This is an optimization exercise on Yosys and OpenROAD, whose aim is small area, not a production implementation. No functional check of the RTL was part of this run. No activity file was given, so power comes from the tool's default toggle rates.

<file path="flow/design.v">
module icsp_ctrl #(
    parameter integer T_SETUP    = 2,
    parameter integer T_HOLD     = 2,
    parameter integer T_DV       = 2,
    parameter integer T_RD_LOW   = 1,
    parameter integer T_TURN     = 2,
    parameter integer T_CMD_DATA = 2,
    parameter integer T_DATA_CMD = 3,
    parameter integer T_EN1      = 5,
    parameter integer T_EN2      = 6,
    parameter integer T_EN3      = 4,
    parameter integer T_KEY_END  = 3,
    parameter integer T_EN_DONE  = 5,
    parameter integer T_EX1      = 3,
    parameter integer T_EX2      = 4,
    parameter integer T_ERASE    = 40,
    parameter [31:0]  MAGIC_KEY  = 32'h4D434850
) (
    input  wire        clk,
    input  wire        rst,           
    input  wire        cmd_valid,
    input  wire [7:0]  cmd_op,
    input  wire [23:0] cmd_arg0,
    input  wire [15:0] cmd_arg1,
    output wire        cmd_ready,
    output reg         done,
    output reg  [3:0]  cause,
    output reg  [15:0] result,
    output reg  [1:0]  session,
    output reg  [1:0]  ident,
    output reg  [15:0] devid,
    output reg  [7:0]  cat_index,
    output reg  [23:0] code_size,
    output reg  [3:0]  erase_blocks,
    output reg  [6:0]  wbuf_words,
    output reg         pgc_o,
    output reg         pgc_oe,
    output reg         pgd_o,
    output reg         pgd_oe,
    input  wire        pgd_i,
    output reg         mclr_o,
    output reg         mclr_oe
);
    localparam [7:0] OP_ENTER      = 8'h01,
                     OP_EXIT       = 8'h02,
                     OP_IDENTIFY   = 8'h03,
                     OP_SEND_CMD   = 8'h10,
                     OP_SEND_WORD  = 8'h11,
                     OP_READ_WORD  = 8'h12,
                     OP_SEND_INSN  = 8'h13,
                     OP_GOTO_ADDR  = 8'h14,
                     OP_GOTO_SHORT = 8'h15,
                     OP_ERASE_BLK  = 8'h22,
                     OP_EE_RD_CELL = 8'h44,
                     OP_EE_WR_CELL = 8'h45;
    localparam [3:0] C_NONE = 4'd0, C_BADOP = 4'd1, C_STATE = 4'd2,
                     C_IDENT = 4'd3, C_BADARG = 4'd4, C_EE_TIMEOUT = 4'd7;
    localparam [1:0] S_IDLE = 2'd0, S_ENTERING = 2'd1, S_PROG = 2'd2;
    localparam [1:0] ID_UNRES = 2'd0, ID_RESOLVED = 2'd1, ID_NOT_FOUND = 2'd2;
    localparam [3:0] IC_CORE = 4'h0, IC_SHIFT_TABLAT = 4'h2,
                     IC_TBLRD_POSTINC = 4'h9, IC_TBLWT = 4'hC;
    localparam [15:0] W_NOP        = 16'h0000,
                      W_MOVLW      = 16'h0E00,
                      W_MOVWF_TBLU = 16'h6EF8,
                      W_MOVWF_TBLH = 16'h6EF7,
                      W_MOVWF_TBLL = 16'h6EF6,
                      W_MOVWF_TLAT = 16'h6EF5,
                      W_MOVWF_EEAL = 16'h6E74,
                      W_MOVWF_EEAH = 16'h6E75,
                      W_MOVWF_EED  = 16'h6E73,
                      W_MOVF_EED   = 16'h5073,
                      W_MOVF_EECON = 16'h507F,
                      W_BCF_EEPGD  = 16'h9E7F,
                      W_BCF_CFGS   = 16'h9C7F,
                      W_BSF_WREN   = 16'h847F,
                      W_BCF_WREN   = 16'h947F,
                      W_BSF_RD     = 16'h807F,
                      W_BSF_WR     = 16'h827F;
    localparam [23:0] DEVID_ADDR      = 24'h3FFFFE;
    localparam [23:0] ERASE_CTRL_BASE = 24'h3C0004;
    localparam integer EE_BUSY_BIT    = 1;
    localparam [2:0] K_CMD = 3'd0, K_WORD = 3'd1, K_READ = 3'd2,
                     K_INSN = 3'd3, K_RTXN = 3'd4, K_KEY = 3'd5;
    function automatic [23:0] region_code(input [3:0] r);
        begin
            case (r)
                4'd0:    region_code = 24'h800004;    
                4'd1:    region_code = 24'h800005;    
                4'd2:    region_code = 24'h800002;    
                4'd3:    region_code = 24'h800104;    
                4'd4:    region_code = 24'h800204;
                4'd5:    region_code = 24'h800404;
                4'd6:    region_code = 24'h800804;
                4'd7:    region_code = 24'h801004;
                4'd8:    region_code = 24'h802004;
                4'd9:    region_code = 24'h804004;
                4'd10:   region_code = 24'h808004;    
                default: region_code = 24'h000000;
            endcase
        end
    endfunction
    localparam [3:0] M_IDLE   = 4'd0,
                     M_EN_A   = 4'd1,
                     M_EN_W1  = 4'd2,
                     M_EN_W2  = 4'd3,
                     M_EN_W3  = 4'd4,
                     M_EN_KEY = 4'd5,
                     M_EN_W4  = 4'd6,
                     M_EN_W5  = 4'd7,
                     M_EX_A   = 4'd8,
                     M_EX_W1  = 4'd9,
                     M_EX_W2  = 4'd10,
                     M_ISSUE  = 4'd11,
                     M_WAIT   = 4'd12,
                     M_HOLD   = 4'd13;
    localparam [3:0] T_IDLE = 4'd0,
                     T_OSET = 4'd1,
                     T_OHLD = 4'd2,
                     T_GAP  = 4'd3,
                     T_TRN  = 4'd4,
                     T_IDV  = 4'd5,
                     T_IHLD = 4'd6,
                     T_ILOW = 4'd7,
                     T_RGAP = 4'd8;
    localparam [2:0] P_CMD = 3'd0, P_WORD = 3'd1, P_RPAD = 3'd2, P_KEY = 3'd3;
    reg        busy;
    reg [3:0]  ms;
    reg [7:0]  op;
    reg [23:0] arg0;
    reg [15:0] arg1;
    reg [4:0]  step;
    reg [7:0]  polls;
    reg [7:0]  mdly;
    reg [7:0]  id_lo;
    reg [3:0]  ts;
    reg [2:0]  tkind;
    reg [2:0]  tphase;
    reg [3:0]  tcmd;
    reg [15:0] tword;
    reg [31:0] tsh;
    reg [5:0]  tbits;
    reg [3:0]  tdly;
    reg [7:0]  trd;
    reg        t_done;
    reg        cat_hit;
    reg [7:0]  cat_k;
    reg [23:0] cat_size;
    reg [3:0]  cat_blocks;
    reg [6:0]  cat_wbuf;
    wire [15:0] id_raw = {trd, id_lo};
    always @(*) begin
        cat_hit    = 1'b1;
        cat_k      = 8'hFF;
        cat_size   = 24'd0;
        cat_blocks = 4'd0;
        cat_wbuf   = 7'd0;
        case (id_raw & 16'hFFE0)
            16'h6180: begin cat_k = 8'd0; cat_size = 24'h008000; cat_blocks = 4'd4; cat_wbuf = 7'd64; end
            16'h61C0: begin cat_k = 8'd1; cat_size = 24'h010000; cat_blocks = 4'd4; cat_wbuf = 7'd64; end
            16'h6100: begin cat_k = 8'd2; cat_size = 24'h008000; cat_blocks = 4'd4; cat_wbuf = 7'd64; end
            16'h6120: begin cat_k = 8'd3; cat_size = 24'h010000; cat_blocks = 4'd4; cat_wbuf = 7'd64; end
            16'h0C00: begin cat_k = 8'd4; cat_size = 24'h010000; cat_blocks = 4'd8; cat_wbuf = 7'd32; end
            16'h1240: begin cat_k = 8'd5; cat_size = 24'h004000; cat_blocks = 4'd4; cat_wbuf = 7'd32; end
            default:  cat_hit = 1'b0;
        endcase
    end
    assign cmd_ready = ~busy;
    reg [3:0] issue_cause;
    always @(*) begin
        issue_cause = C_NONE;
        case (cmd_op)
            OP_ENTER:
                if (session != S_IDLE) issue_cause = C_STATE;
            OP_EXIT, OP_SEND_CMD, OP_SEND_WORD, OP_READ_WORD, OP_SEND_INSN,
            OP_GOTO_ADDR, OP_GOTO_SHORT:
                if (session != S_PROG) issue_cause = C_STATE;
            OP_IDENTIFY:
                if (session != S_PROG || ident != ID_UNRES) issue_cause = C_STATE;
            OP_ERASE_BLK, OP_EE_RD_CELL, OP_EE_WR_CELL: begin
                if (session != S_PROG || ident == ID_UNRES)
                    issue_cause = C_STATE;
                else if (ident == ID_NOT_FOUND)
                    issue_cause = C_IDENT;
                else if (cmd_op == OP_ERASE_BLK &&
                         (cmd_arg0[3:0] > 4'd10 ||
                          (cmd_arg0[3:0] >= 4'd3 && cmd_arg0[3:0] - 4'd3 >= erase_blocks)))
                    issue_cause = C_BADARG;
            end
            default:
                issue_cause = C_BADOP;
        endcase
    end
    reg [2:0]  sk;
    reg [3:0]  sc;
    reg [15:0] sw;
    reg        s_last;        
    reg [23:0] rc;
    function automatic [15:0] goto_word(input [2:0] i, input [23:0] a);
        begin
            case (i)
                3'd0:    goto_word = W_MOVLW | {8'h00, a[23:16]};
                3'd1:    goto_word = W_MOVWF_TBLU;
                3'd2:    goto_word = W_MOVLW | {8'h00, a[15:8]};
                3'd3:    goto_word = W_MOVWF_TBLH;
                3'd4:    goto_word = W_MOVLW | {8'h00, a[7:0]};
                default: goto_word = W_MOVWF_TBLL;
            endcase
        end
    endfunction
    always @(*) begin
        sk     = K_INSN;
        sc     = IC_CORE;
        sw     = W_NOP;
        s_last = 1'b0;
        rc     = region_code(arg0[3:0]);
        case (op)
            OP_SEND_CMD: begin
                sk = K_CMD; sc = arg0[3:0]; s_last = 1'b1;
            end
            OP_SEND_WORD: begin
                sk = K_WORD; sw = arg1; s_last = 1'b1;
            end
            OP_READ_WORD: begin
                sk = K_READ; s_last = 1'b1;
            end
            OP_SEND_INSN: begin
                sk = K_INSN; sc = arg0[3:0]; sw = arg1; s_last = 1'b1;
            end
            OP_GOTO_ADDR: begin
                sw = goto_word(step[2:0], arg0);
                s_last = (step == 5'd5);
            end
            OP_GOTO_SHORT: begin
                sw = (step == 5'd0) ? (W_MOVLW | {8'h00, arg0[7:0]}) : W_MOVWF_TBLL;
                s_last = (step == 5'd1);
            end
            OP_IDENTIFY: begin
                if (step < 5'd6) begin
                    sw = goto_word(step[2:0], DEVID_ADDR);
                end else begin
                    sk = K_RTXN; sc = IC_TBLRD_POSTINC;
                    s_last = (step == 5'd7);
                end
            end
            OP_ERASE_BLK: begin
                case (step)
                    5'd0, 5'd1, 5'd2, 5'd3, 5'd4, 5'd5:
                        sw = goto_word(step[2:0], ERASE_CTRL_BASE);
                    5'd6:  begin sc = IC_TBLWT; sw = {rc[7:0], rc[7:0]}; end
                    5'd7:  sw = W_MOVLW | {8'h00, ERASE_CTRL_BASE[7:0] + 8'd1};
                    5'd8:  sw = W_MOVWF_TBLL;
                    5'd9:  begin sc = IC_TBLWT; sw = {rc[15:8], rc[15:8]}; end
                    5'd10: sw = W_MOVLW | {8'h00, ERASE_CTRL_BASE[7:0] + 8'd2};
                    5'd11: sw = W_MOVWF_TBLL;
                    5'd12: begin sc = IC_TBLWT; sw = {rc[23:16], rc[23:16]}; end
                    5'd13: sw = W_NOP;
                    default: begin sw = W_NOP; s_last = 1'b1; end
                endcase
            end
            OP_EE_RD_CELL: begin
                case (step)
                    5'd0:  sw = W_BCF_EEPGD;
                    5'd1:  sw = W_BCF_CFGS;
                    5'd2:  sw = W_MOVLW | {8'h00, arg0[7:0]};
                    5'd3:  sw = W_MOVWF_EEAL;
                    5'd4:  sw = W_MOVLW | {8'h00, arg0[15:8]};
                    5'd5:  sw = W_MOVWF_EEAH;
                    5'd6:  sw = W_BSF_RD;
                    5'd7:  sw = W_MOVF_EED;
                    5'd8:  sw = W_MOVWF_TLAT;
                    5'd9:  sw = W_NOP;
                    default: begin sk = K_RTXN; sc = IC_SHIFT_TABLAT; s_last = 1'b1; end
                endcase
            end
            OP_EE_WR_CELL: begin
                case (step)
                    5'd0:  sw = W_BCF_EEPGD;
                    5'd1:  sw = W_BCF_CFGS;
                    5'd2:  sw = W_MOVLW | {8'h00, arg0[7:0]};
                    5'd3:  sw = W_MOVWF_EEAL;
                    5'd4:  sw = W_MOVLW | {8'h00, arg0[15:8]};
                    5'd5:  sw = W_MOVWF_EEAH;
                    5'd6:  sw = W_MOVLW | {8'h00, arg1[7:0]};
                    5'd7:  sw = W_MOVWF_EED;
                    5'd8:  sw = W_BSF_WREN;
                    5'd9:  sw = W_BSF_WR;
                    5'd10: sw = W_MOVF_EECON;
                    5'd11: sw = W_MOVWF_TLAT;
                    5'd12: sw = W_NOP;
                    5'd13: begin sk = K_RTXN; sc = IC_SHIFT_TABLAT; end
                    default: begin sw = W_BCF_WREN; s_last = 1'b1; end
                endcase
            end
            default: ;
        endcase
    end
    reg [7:0] poll_cap;
    always @(*) poll_cap = (arg1[15:8] == 8'd0) ? 8'd1 : arg1[15:8];
    function automatic [31:0] phase_bits(input [2:0] ph, input [3:0] c, input [15:0] w);
        integer i;
        begin
            case (ph)
                P_CMD:   phase_bits = {28'd0, c};
                P_WORD:  phase_bits = {16'd0, w};
                P_RPAD:  phase_bits = 32'd0;
                default: begin
                    for (i = 0; i < 32; i = i + 1)
                        phase_bits[i] = MAGIC_KEY[31 - i];
                end
            endcase
        end
    endfunction
    function automatic [5:0] phase_len(input [2:0] ph);
        begin
            case (ph)
                P_CMD:   phase_len = 6'd4;
                P_WORD:  phase_len = 6'd16;
                P_RPAD:  phase_len = 6'd8;
                default: phase_len = 6'd32;
            endcase
        end
    endfunction
    function automatic first_bit(input [2:0] ph, input [3:0] c, input [15:0] w);
        begin
            case (ph)
                P_CMD:   first_bit = c[0];
                P_WORD:  first_bit = w[0];
                P_RPAD:  first_bit = 1'b0;
                default: first_bit = MAGIC_KEY[31];
            endcase
        end
    endfunction
    task automatic start_phase(input [2:0] ph, input [3:0] c, input [15:0] w);
        begin
            tphase <= ph;
            tsh    <= phase_bits(ph, c, w);
            tbits  <= phase_len(ph);
            pgd_o  <= first_bit(ph, c, w);
            tdly   <= T_SETUP[3:0] - 4'd1;
            ts     <= T_OSET;
        end
    endtask
    task automatic start_txn(input [2:0] k, input [3:0] c, input [15:0] w);
        begin
            tkind <= k;
            tcmd  <= c;
            tword <= w;
            trd   <= 8'd0;
            case (k)
                K_WORD:  start_phase(P_WORD, c, w);
                K_READ:  start_phase(P_RPAD, c, w);
                K_KEY:   start_phase(P_KEY, c, w);
                default: start_phase(P_CMD, c, w);
            endcase
        end
    endtask
    task automatic finish(input [3:0] c);
        begin
            cause <= c;
            done  <= 1'b1;
            busy  <= 1'b0;
            ms    <= M_IDLE;
        end
    endtask
    always @(posedge clk) begin
        if (rst) begin
            busy         <= 1'b0;
            ms           <= M_IDLE;
            op           <= 8'd0;
            arg0         <= 24'd0;
            arg1         <= 16'd0;
            step         <= 5'd0;
            polls        <= 8'd0;
            mdly         <= 8'd0;
            id_lo        <= 8'd0;
            done         <= 1'b0;
            cause        <= C_NONE;
            result       <= 16'd0;
            session      <= S_IDLE;
            ident        <= ID_UNRES;
            devid        <= 16'd0;
            cat_index    <= 8'hFF;
            code_size    <= 24'd0;
            erase_blocks <= 4'd0;
            wbuf_words   <= 7'd0;
            pgc_o        <= 1'b0;
            pgc_oe       <= 1'b0;
            pgd_o        <= 1'b0;
            pgd_oe       <= 1'b0;
            mclr_o       <= 1'b0;
            mclr_oe      <= 1'b0;
            ts           <= T_IDLE;
            tkind        <= K_CMD;
            tphase       <= P_CMD;
            tcmd         <= 4'd0;
            tword        <= 16'd0;
            tsh          <= 32'd0;
            tbits        <= 6'd0;
            tdly         <= 4'd0;
            trd          <= 8'd0;
            t_done       <= 1'b0;
        end else begin
            done   <= 1'b0;
            t_done <= 1'b0;
            case (ts)
                T_OSET: begin
                    if (tdly != 4'd0) tdly <= tdly - 4'd1;
                    else begin
                        pgc_o <= 1'b1;
                        tdly  <= T_HOLD[3:0] - 4'd1;
                        ts    <= T_OHLD;
                    end
                end
                T_OHLD: begin
                    if (tdly != 4'd0) tdly <= tdly - 4'd1;
                    else begin
                        pgc_o <= 1'b0;
                        if (tbits != 6'd1) begin
                            tbits <= tbits - 6'd1;
                            tsh   <= tsh >> 1;
                            pgd_o <= tsh[1];
                            tdly  <= T_SETUP[3:0] - 4'd1;
                            ts    <= T_OSET;
                        end else begin
                            case (tphase)
                                P_CMD: begin
                                    tdly <= T_CMD_DATA[3:0] - 4'd1;
                                    ts   <= T_GAP;
                                end
                                P_WORD: begin
                                    tdly <= T_DATA_CMD[3:0] - 4'd1;
                                    ts   <= T_GAP;
                                end
                                P_RPAD: begin
                                    pgd_oe <= 1'b0;
                                    tdly   <= T_TURN[3:0] - 4'd1;
                                    tbits  <= 6'd8;
                                    ts     <= T_TRN;
                                end
                                default: begin    
                                    t_done <= 1'b1;
                                    ts     <= T_IDLE;
                                end
                            endcase
                        end
                    end
                end
                T_GAP: begin
                    if (tdly != 4'd0) tdly <= tdly - 4'd1;
                    else if (tphase == P_CMD && tkind == K_INSN)
                        start_phase(P_WORD, tcmd, tword);
                    else if (tphase == P_CMD && tkind == K_RTXN)
                        start_phase(P_RPAD, tcmd, tword);
                    else begin
                        t_done <= 1'b1;
                        ts     <= T_IDLE;
                    end
                end
                T_TRN: begin
                    if (tdly != 4'd0) tdly <= tdly - 4'd1;
                    else begin
                        pgc_o <= 1'b1;
                        tdly  <= T_DV[3:0] - 4'd1;
                        ts    <= T_IDV;
                    end
                end
                T_IDV: begin
                    if (tdly != 4'd0) tdly <= tdly - 4'd1;
                    else begin
                        trd  <= {pgd_i, trd[7:1]};
                        tdly <= T_HOLD[3:0] - 4'd1;
                        ts   <= T_IHLD;
                    end
                end
                T_IHLD: begin
                    if (tdly != 4'd0) tdly <= tdly - 4'd1;
                    else begin
                        pgc_o <= 1'b0;
                        tdly  <= T_RD_LOW[3:0] - 4'd1;
                        ts    <= T_ILOW;
                    end
                end
                T_ILOW: begin
                    if (tdly != 4'd0) tdly <= tdly - 4'd1;
                    else if (tbits != 6'd1) begin
                        tbits <= tbits - 6'd1;
                        pgc_o <= 1'b1;
                        tdly  <= T_DV[3:0] - 4'd1;
                        ts    <= T_IDV;
                    end else begin
                        tdly <= T_DATA_CMD[3:0] - 4'd1;
                        ts   <= T_RGAP;
                    end
                end
                T_RGAP: begin
                    if (tdly != 4'd0) tdly <= tdly - 4'd1;
                    else begin
                        pgd_oe <= 1'b1;
                        t_done <= 1'b1;
                        ts     <= T_IDLE;
                    end
                end
                default: ;
            endcase
            case (ms)
                M_IDLE: begin
                    if (cmd_valid && !busy) begin
                        op     <= cmd_op;
                        arg0   <= cmd_arg0;
                        arg1   <= cmd_arg1;
                        step   <= 5'd0;
                        polls  <= 8'd0;
                        result <= 16'd0;
                        cause  <= C_NONE;
                        if (issue_cause != C_NONE) begin
                            cause <= issue_cause;
                            done  <= 1'b1;
                        end else begin
                            busy <= 1'b1;
                            case (cmd_op)
                                OP_ENTER: begin
                                    session <= S_ENTERING;
                                    ms      <= M_EN_A;
                                end
                                OP_EXIT: ms <= M_EX_A;
                                default: ms <= M_ISSUE;
                            endcase
                        end
                    end
                end
                M_EN_A: begin
                    pgc_o   <= 1'b0;
                    pgc_oe  <= 1'b1;
                    pgd_o   <= 1'b0;
                    pgd_oe  <= 1'b1;
                    mclr_oe <= 1'b0;
                    mdly    <= T_EN1[7:0] - 8'd1;
                    ms      <= M_EN_W1;
                end
                M_EN_W1: begin
                    if (mdly != 8'd0) mdly <= mdly - 8'd1;
                    else begin
                        mclr_o  <= 1'b1;
                        mclr_oe <= 1'b1;
                        mdly    <= T_EN2[7:0] - 8'd1;
                        ms      <= M_EN_W2;
                    end
                end
                M_EN_W2: begin
                    if (mdly != 8'd0) mdly <= mdly - 8'd1;
                    else begin
                        mclr_o <= 1'b0;
                        mdly   <= T_EN3[7:0] - 8'd1;
                        ms     <= M_EN_W3;
                    end
                end
                M_EN_W3: begin
                    if (mdly != 8'd0) mdly <= mdly - 8'd1;
                    else begin
                        start_txn(K_KEY, 4'd0, 16'd0);
                        ms <= M_EN_KEY;
                    end
                end
                M_EN_KEY: begin
                    if (t_done) begin
                        pgd_o <= 1'b0;
                        mdly  <= T_KEY_END[7:0] - 8'd1;
                        ms    <= M_EN_W4;
                    end
                end
                M_EN_W4: begin
                    if (mdly != 8'd0) mdly <= mdly - 8'd1;
                    else begin
                        mclr_o <= 1'b1;
                        mdly   <= T_EN_DONE[7:0] - 8'd1;
                        ms     <= M_EN_W5;
                    end
                end
                M_EN_W5: begin
                    if (mdly != 8'd0) mdly <= mdly - 8'd1;
                    else begin
                        ident        <= ID_UNRES;
                        devid        <= 16'd0;
                        cat_index    <= 8'hFF;
                        code_size    <= 24'd0;
                        erase_blocks <= 4'd0;
                        wbuf_words   <= 7'd0;
                        session      <= S_PROG;
                        finish(C_NONE);
                    end
                end
                M_EX_A: begin
                    pgc_o <= 1'b0;
                    pgd_o <= 1'b0;
                    mdly  <= T_EX1[7:0] - 8'd1;
                    ms    <= M_EX_W1;
                end
                M_EX_W1: begin
                    if (mdly != 8'd0) mdly <= mdly - 8'd1;
                    else begin
                        mclr_o <= 1'b0;
                        mdly   <= T_EX2[7:0] - 8'd1;
                        ms     <= M_EX_W2;
                    end
                end
                M_EX_W2: begin
                    if (mdly != 8'd0) mdly <= mdly - 8'd1;
                    else begin
                        mclr_oe <= 1'b0;
                        session <= S_IDLE;
                        finish(C_NONE);
                    end
                end
                M_ISSUE: begin
                    start_txn(sk, sc, sw);
                    ms <= M_WAIT;
                end
                M_WAIT: begin
                    if (t_done) begin
                        case (op)
                            OP_READ_WORD: begin
                                result <= {8'd0, trd};
                                finish(C_NONE);
                            end
                            OP_EE_RD_CELL: begin
                                if (s_last) begin
                                    result <= {8'd0, trd};
                                    finish(C_NONE);
                                end else begin
                                    step <= step + 5'd1;
                                    ms   <= M_ISSUE;
                                end
                            end
                            OP_IDENTIFY: begin
                                if (step == 5'd6) id_lo <= trd;
                                if (s_last) begin
                                    devid <= {trd, id_lo};
                                    cat_index    <= cat_k;
                                    code_size    <= cat_size;
                                    erase_blocks <= cat_blocks;
                                    wbuf_words   <= cat_wbuf;
                                    if (cat_hit) begin
                                        ident <= ID_RESOLVED;
                                        finish(C_NONE);
                                    end else begin
                                        ident  <= ID_NOT_FOUND;
                                        result <= {trd, id_lo};
                                        finish(C_IDENT);
                                    end
                                end else begin
                                    step <= step + 5'd1;
                                    ms   <= M_ISSUE;
                                end
                            end
                            OP_ERASE_BLK: begin
                                if (s_last) begin
                                    pgd_o <= 1'b0;
                                    mdly  <= T_ERASE[7:0] - 8'd1;
                                    ms    <= M_HOLD;
                                end else begin
                                    step <= step + 5'd1;
                                    ms   <= M_ISSUE;
                                end
                            end
                            OP_EE_WR_CELL: begin
                                if (s_last) begin
                                    finish(C_NONE);
                                end else if (step == 5'd13) begin
                                    polls <= polls + 8'd1;
                                    if (!trd[EE_BUSY_BIT]) begin
                                        step <= 5'd14;
                                        ms   <= M_ISSUE;
                                    end else if (polls + 8'd1 >= poll_cap) begin
                                        result <= {8'd0, trd};
                                        finish(C_EE_TIMEOUT);
                                    end else begin
                                        step <= 5'd10;
                                        ms   <= M_ISSUE;
                                    end
                                end else begin
                                    step <= step + 5'd1;
                                    ms   <= M_ISSUE;
                                end
                            end
                            default: begin
                                if (s_last) finish(C_NONE);
                                else begin
                                    step <= step + 5'd1;
                                    ms   <= M_ISSUE;
                                end
                            end
                        endcase
                    end
                end
                M_HOLD: begin
                    if (mdly != 8'd0) mdly <= mdly - 8'd1;
                    else finish(C_NONE);
                end
                default: ms <= M_IDLE;
            endcase
        end
    end
endmodule
</file>
<file path="flow/run.sh">
#!/bin/bash
# synth_recipe.tcl (not shown) runs the flow's synth.tcl, then flattens the netlist and writes it again
# the make line also repeats each setting of config.mk as NAME=value (left out here)
make -C /OpenROAD-flow-scripts/flow DESIGN_CONFIG=/design/flow/config.mk WORK_HOME=/design/flow/orfs CLKGATE_MAP_FILE= SYNTH_SCRIPT=/design/flow/synth_recipe.tcl finish
</file>
<file path="flow/config.mk">
export PLATFORM = sky130hd
export DESIGN_NAME = icsp_ctrl
export DESIGN_NICKNAME = icsp_ctrl
export VERILOG_FILES = /design/flow/design.v
export SDC_FILE = /design/flow/constraint.sdc
export NUM_CORES = 4
export LEC_CHECK = 0
export CAP_MARGIN = 20
export CORE_MARGIN = 2
export CORE_UTILIZATION = 40
export SLEW_MARGIN = 20
</file>
<file path="flow/constraint.sdc">
create_clock -name core_clock -period 10.0 [get_ports {clk}]
set_input_delay 2.0000 -clock core_clock [delete_from_list [all_inputs] [get_ports {clk}]]
set_output_delay 2.0000 -clock core_clock [all_outputs]
set_load 0.01 [all_outputs]
</file>
==> run summary <==
-- registers in the layout, summed over array words and instances (netlist names), 4 cells and up --
name and count:
tbits 6, tsh 31, arg0 24, polls 8, devid 16, op 8
rc 12, ts 4, result 16, ms 4, mdly 8, tdly 4
id_lo 8, arg1 16, cat_index 4, step 5, tword 16, trd 8
-- cell usage in the layout (no fill, tap or decap), drive strengths merged, types with 13 or more instances in the layout --
cell and instances:
a211oi 16, a21oi 167, a222oi 14, a22oi 51
a31oi 16, and3 16, buf 23, clkbuf 34
clkdlybuf4s50 112, conb 29, dfxtp 227, ha 22
inv 39, mux2i 30, nand2 237, nand2b 25
nand3 50, nand4 13, nor2 167, nor2b 22
nor3 52, nor4 19, o211ai 14, o21ai 106
or3 14
-- area by class of cell --
| class | instances | area (um2) |
|---|---|---|
| antenna | 2 | 5.00 |
| clock buffer | 34 | 741 |
| clock inverter | 12 | 113 |
| fill | 3325 | 17200 |
| inverter | 38 | 143 |
| multi-input combinational | 1325 | 7910 |
| sequential | 227 | 4540 |
| tap | 442 | 553 |
| timing repair buffer | 135 | 1290 |
-- worst max-delay path, delay by kind of cell --
| kind | cells | cell delay [ns] |
|---|---|---|
| buffers and inverters | 1 | 0.71 |
| and+or+nand+nor | 3 | 0.85 |
| AOI/OAI and AO/OA | 4 | 1.16 |
-- cells by family after synthesis --
group,Yosys count,share of synthesized area
multiplexers,31,0.0236
XOR/XNOR,12,0.00796
flip-flops,227,0.344
AND/OR/NAND/NOR,693,0.260
AO/OA/AOI/OAI,538,0.276
other,1,0.000284
adder cells (fa/ha/maj),22,0.0208
buffers and inverters,190,0.0672
-- how the worst max path moves through the flow --
stage                            from      endpoint  slack (ns)  cells after the start
after floorplan           cmd_arg0[1]          busy        6.28                      9
after global placement      cmd_op[1]          busy        5.30                      8
after detailed placement    cmd_valid    result[10]        5.29                      9
after CTS                   cmd_valid    result[10]        5.84                      9
after global routing          step[0]  cat_index[2]        5.57                      9
final                       cmd_op[1]          busy        5.74                      8
-- power by group through the flow --
stage / Combinational, uW / Clock [uW] / Sequential (uW)
after floorplan: 638 / 0 / 1060
after global placement: 859 / 0 / 1100
after detailed placement: 870 / 0 / 1100
after CTS: 874 / 970 / 1080
after global routing: 976 / 1010 / 1090
final: 880 / 950 / 1080
-- routing by layer --
layer,GRT usage,routed length [um],vias to the layer above
li1,-,-,6323
met1,0.366,20300,6372
met2,0.390,19700,551
met3,0.0571,3960,96
met4,0.0907,1590,2
met5,0,25,-
-- metrics by stage --
step	std cells	instance area [um2]
5_1_grt	2213	15300
4_1_cts	2213	15300
3_3_place_gp	2167	14400
3_5_place_dp	2167	14400
2_1_floorplan	1742	13300
6_report	2215	15300
==> flow_summary.yaml <==
hold_path:
  hp-start: "tword[4]"
  hold_path.class: "flop to flop"
  hold_path_depth: 2
  hold_end: "tword[4]"
cts:
  cts_root_buf: "clkbuf_16"
  hold_buffers: 0
  cts-buffers-inserted: 26
  clk_latency_ns: 0.55
  cts_buffer_depth: 3
  postCtsSetupBuffers: 0
  htreeDepth: 1
  clkSinkCount: 227
  postCtsResizedCells: 0
  cts_tree: "built"
  clkTransAtPathRegs_ns: 0.06
route:
  route.vias.total: 13300
  drc: 0
  wl_per_cell_um: 20.6
  viasPerCell: 6.02
  dr.pass1.iters: 6
  drt_iter0_markers: 1239
  drt.antenna.violating_nets: 0
  wl_um: 45500
timing:
  fmax_mhz: 235
  final-setup-viol-count: 0
  fin_tns_setup_ns: 0
  hold_violations: 0
  layout_min_cycle_time_ns: 4.26
  clock_skew_ns: 0.0146
  setup_ws_ns: 5.74
  finalMaxSlewViolations: 0
  fin_crit_sh: 0.426
  holdWs_ns: 0.457
  rsz0062_at_grt: "false"
  worst_pin_slew_ns: 1.00
  slew_headroom: 0.328
pwr:
  p_leak_uw: 0.00543
  max-vdd-ir-drop_v: 0.000133
  intPower_uw: 1830
  power.density_mw_per_mm2: 190
  switching_share: 0.371
  seq_power_share: 0.372
  p_comb_frac: 0.302
  pwr-share-clk: 0.326
  finalPower_uw: 2910
  power.switching_uw: 1080
grt:
  grt_pass1_wl_um: 71000
  grt_start_max_net_pins: 81
  grt_usage: 0.260
  antenna_found_initial: 3
  grt_pass1_vias: 12200
  overflow: 0
worst_setup_path:
  cp.arrival_ns: 4.72
  crit_chain: "clkdlybuf4s50_1, and3b_1, nand2_1, or4_1, a211o_1, a31o_2, a211o_1, o31ai_1"
  rrSetupSlack_ns: 5.78
  end_kind: "flop"
  r2r_cells: 9
  crit_slowest_cell: "clkdlybuf4s50_1"
  cp_max_fo: 12
  required_ns: 10.46
  cpMostUsedCell: "a211o_1"
  r2r-start: "step[1]"
  rr_endpoint: "cat_index[2]"
  slowest_delay_ns: 0.71
  critical_path_class: "primary input to flop"
  crit_path_start_kind: "primary input"
logic_synthesis:
  synth_seq_cells: 227
  postSynthCellCount: 1714
  synth.top_cell.area_share: 0.344
  yosysTopAreaCell: "dfxtp_1"
  synth_edf_count: 0
  yosysWarnings: 1
  yosysSeqAreaShare: 0.344
  ys_top_cells_by_count: "nand2_1, dfxtp_1, nor2_1"
  netlist_area_mm2: 0.0132
  yosysUniqueCellTypes: 102
  syn_avg_cell_area_um2: 7.71
  ys.flop_type: "dfxtp_1"
  ys_top_cells_by_area: "dfxtp_1, nand2_1, a21oi_1, nor2_1, o21ai_0"
  synth_async_sr_flop_share: 0
  yosysMostFrequentCell: "nand2_1"
die:
  fp.dieW_um: 186
  initial_core_util: 0.406
  coreArea_mm2: 0.0325
  dieArea_mm2: 0.0345
  core.rowCount: 66
  num_io_pins: 143
  fp.dieH_um: 186
place:
  port_buffers: 113
  dpl.hpwl_um: 32500
  gp_congestion: 1.00
  pre_cts_ws_ns: 5.29
status:
  status: "timing/DRC/antenna clean"
final_layout:
  finish.utilization: 0.470
  layout-drive-gt1-share: 0.0678
  final_nets: 1827
  area_growth_pct: 15.8
job:
  drv_cap: 0

==> re-timing with driven ports <==
In the flow no input, the clock included, has a driving cell. The finished layout below was timed again as built, in two steps. Step 1 sets driving cells, clkbuf_16 on the clock port and buf_2 on the other inputs (assumed; they add their load-dependent delay and slew). Step 2 also shifts input and output timing later by t, the mid clock arrival at the registers, as if the neighbouring blocks saw the same clock. a / b / c = ideal ports / drivers / drivers and shift; a / b = the first two.
t (ns): 0.595
slack for setup (ns): 5.743 / 5.752 / 5.157
worst hold slack (ns): 0.457 / 0.457 / 0.457
worst setup path at the end: input to register
After both steps setup and hold are still met in this run. The setup slack of this run moves by +0.009 ns with the drivers and by -0.586 ns with both steps.
